Source: an optimization exercise on an open RTL-to-GDS flow (aim: small area, a short achievable clock period and few clock cycles). Production flows keep margins and buffers that such runs may drop. In this exercise RTL edits were held to simulation tests only and were not proved equivalent to the original. No activity file was given, so power comes from the tool's default toggle rates.

== xenon ==
Design fcb_bin, start of the top module:
module fcb_bin (
    input  wire        clk,
    input  wire        rst,
    input  wire [31:0] cfg_pre,
    input  wire [1:0]  cfg_pre_len,
    input  wire [1:0]  cfg_hdr_n,
    input  wire        cfg_hdr_be,
    input  wire [1:0]  cfg_len_idx,
    input  wire        cfg_ck_crc,
    input  wire [2:0]  cfg_ck_size,
    input  wire        cfg_ck_be,
    input  wire [15:0] cfg_qmax,
    input  wire        in_valid,
    input  wire [7:0]  in_data,
    output wire        in_ready,
    output reg         ev_valid,
    output reg  [1:0]  ev_type,
    output wire [31:0] ev_val,
    output wire [15:0] ev_calc,
    output wire [16:0] ev_len
);
    localparam [1:0] EV_MSG = 2'd0, EV_CKMIS = 2'd1, EV_LENERR = 2'd2, EV_OVF = 2'd3;
    localparam [1:0] S_SEARCH = 2'd0, S_HDR = 2'd1, S_PAY = 2'd2, S_TRL = 2'd3;
    reg [1:0]  q_k1;        
    reg [1:0]  q_n1;        
    reg [4:0]  q_kh1;       
    reg [1:0]  q_m;         
    reg        q_hbe;
    reg        q_cnz;       
    always @(posedge clk) begin
        q_cnz  <= cfg_ck_size != 3'd0;
        q_m    <= cfg_hdr_n - cfg_len_idx;
        q_hbe  <= cfg_hdr_be;
        q_k1   <= cfg_pre_len;
        q_n1   <= cfg_hdr_n;
        q_kh1  <= {3'd0, cfg_pre_len} + {1'b0, cfg_hdr_n, 2'b00} + 5'd4;
    end
    reg  [7:0]  sr [0:11];     
    reg  [1:0]  st;
  ...
For scale: about 840 cells after synthesis, about 140 I/O pins, about 9600 um2 of cells after synthesis.
export LEC_CHECK = 0
export CAP_MARGIN = 20
export CORE_MARGIN = 2
export CORE_UTILIZATION = 60
export CTS_BUF_LIST = sky130_fd_sc_hd__clkbuf_8
export CTS_CLUSTER_DIAMETER = 60
export CTS_CLUSTER_SIZE = 16
export SETUP_SLACK_MARGIN = 5
export SLEW_MARGIN = 20
create_clock -name core_clock -period 8.0 [get_ports {clk}]
standard.sh (not shown) runs the stock make flow with config.mk's settings and CLKGATE_MAP_FILE= SYNTH_SCRIPT=/design/flow/synth_recipe.tcl, a recipe that flattens the netlist after the stock synthesis.
==> flow/flow/run.sh <==
#!/bin/bash
export BUFFER_PORTS_ARGS="-buffer_cell sky130_fd_sc_hd__buf_1"
export CTS_ARGS="-sink_clustering_enable -repair_clock_nets -sink_clustering_size 16 -sink_clustering_max_diameter 60 -buf_list sky130_fd_sc_hd__clkbuf_8 -dont_use_dummy_load"
bash standard.sh > standard.log 2>&1
Testbench counts of xenon, summed over its fixed seeds: cycles 20,746.
Input-level comparison between delta and xenon:
diff --git a/flow/design.v b/flow/design.v
--- a/flow/design.v
+++ b/flow/design.v
@@ -19,23 +19,21 @@
     output wire [15:0] ev_calc,
     output wire [16:0] ev_len
 );
     localparam [1:0] EV_MSG = 2'd0, EV_CKMIS = 2'd1, EV_LENERR = 2'd2, EV_OVF = 2'd3;
     localparam [1:0] S_SEARCH = 2'd0, S_HDR = 2'd1, S_PAY = 2'd2, S_TRL = 2'd3;
     reg [1:0]  q_k1;        
     reg [1:0]  q_n1;        
     reg [4:0]  q_kh1;       
     reg [1:0]  q_m;         
     reg        q_hbe;
-    reg        q_cnz;       
     always @(posedge clk) begin
-        q_cnz  <= cfg_ck_size != 3'd0;
         q_m    <= cfg_hdr_n - cfg_len_idx;
         q_hbe  <= cfg_hdr_be;
         q_k1   <= cfg_pre_len;
         q_n1   <= cfg_hdr_n;
         q_kh1  <= {3'd0, cfg_pre_len} + {1'b0, cfg_hdr_n, 2'b00} + 5'd4;
     end
     reg  [7:0]  sr [0:11];     
     reg  [1:0]  st;
     reg  [16:0] len;           
     reg         emp;           
@@ -144,34 +142,34 @@
                                 len_d = 17'd0;
                                 st_n  = S_HDR;
                             end else begin
                                 len_d = {12'd0, q_kh1};
                                 st_n  = S_SEARCH;
                             end
                         end else begin
                             len_d = {12'd0, q_kh1} + 17'd1;
                             if (!ps_zero)
                                 st_n = S_PAY;
-                            else if (q_cnz)
+                            else if (cfg_ck_size != 3'd0)
                                 st_n = S_TRL;
                             else begin
                                 ev_d  = 1'b1;
                                 evt_d = EV_MSG;
                                 emp_d = 1'b1;
                                 pm_d  = 3'd0;
                                 mf_d  = 16'd0;
                                 st_n  = S_SEARCH;
                             end
                         end
                     end
                     S_PAY: if (rem_one) begin
-                        if (q_cnz)
+                        if (cfg_ck_size != 3'd0)
                             st_n = S_TRL;
                         else begin
                             ev_d  = 1'b1;
                             evt_d = EV_MSG;
                             emp_d = 1'b1;
                             pm_d  = 3'd0;
                             mf_d  = 16'd0;
                             st_n  = S_SEARCH;
                         end
                     end
Findings:
Power drawn by the clock network (delta over xenon): decrease, about 2%. delta: fraction of layout instances using a drive strength above 1 0.99 points below xenon. Diff xenon -> delta: sequential cell count of the final layout went down by 1; weighted congestion reported at the end of routability-driven placement went up; final area held steady; slew at the pin closest to its max-slew limit lost 170 ps; worst-case hold slack grew by 3.9 ps. Compared with xenon, in delta buffers inserted during post-CTS setup optimization decreased by 1 relative to the old numbers; setup slack decreased by 85 ps relative to the old numbers. Reported for xenon and delta, final hold violation count turned out identical to the last digit.
Testbench counts of delta, summed over its fixed seeds: cycles 20,746.

-- port drivers added, routing unchanged --
Ports are ideal in the flow. The routed layouts listed here were re-timed in OpenROAD. Step 1, drivers: a clkbuf_16 drives clk and a buf_2 each remaining input, both assumed. Step 2 adds t to the input delays and takes it off the output delays; t is the mean of the earliest and latest rising clock arrival at the registers after step 1. Input paths then give back, and output paths get back, about the clock's delay inside the block. a / b / c = ideal ports / drivers / drivers and shift; a / b = the first two.
run | t (ns) | setup WS [ns] | slew at the worst register clock pin (ns) | pins driven straight from the clock port
xenon | 0.488 | 5.077 / 5.077 / 4.612 | 0.11 / 0.11 | 1
delta | 0.474 | 4.993 / 5.014 / 4.540 | 0.11 / 0.11 | 1
After both steps setup and hold are still met in every run listed. For xenon, which loses most, drivers alone change the setup slack by 0.000 ns; drivers and shift together by -0.465 ns.
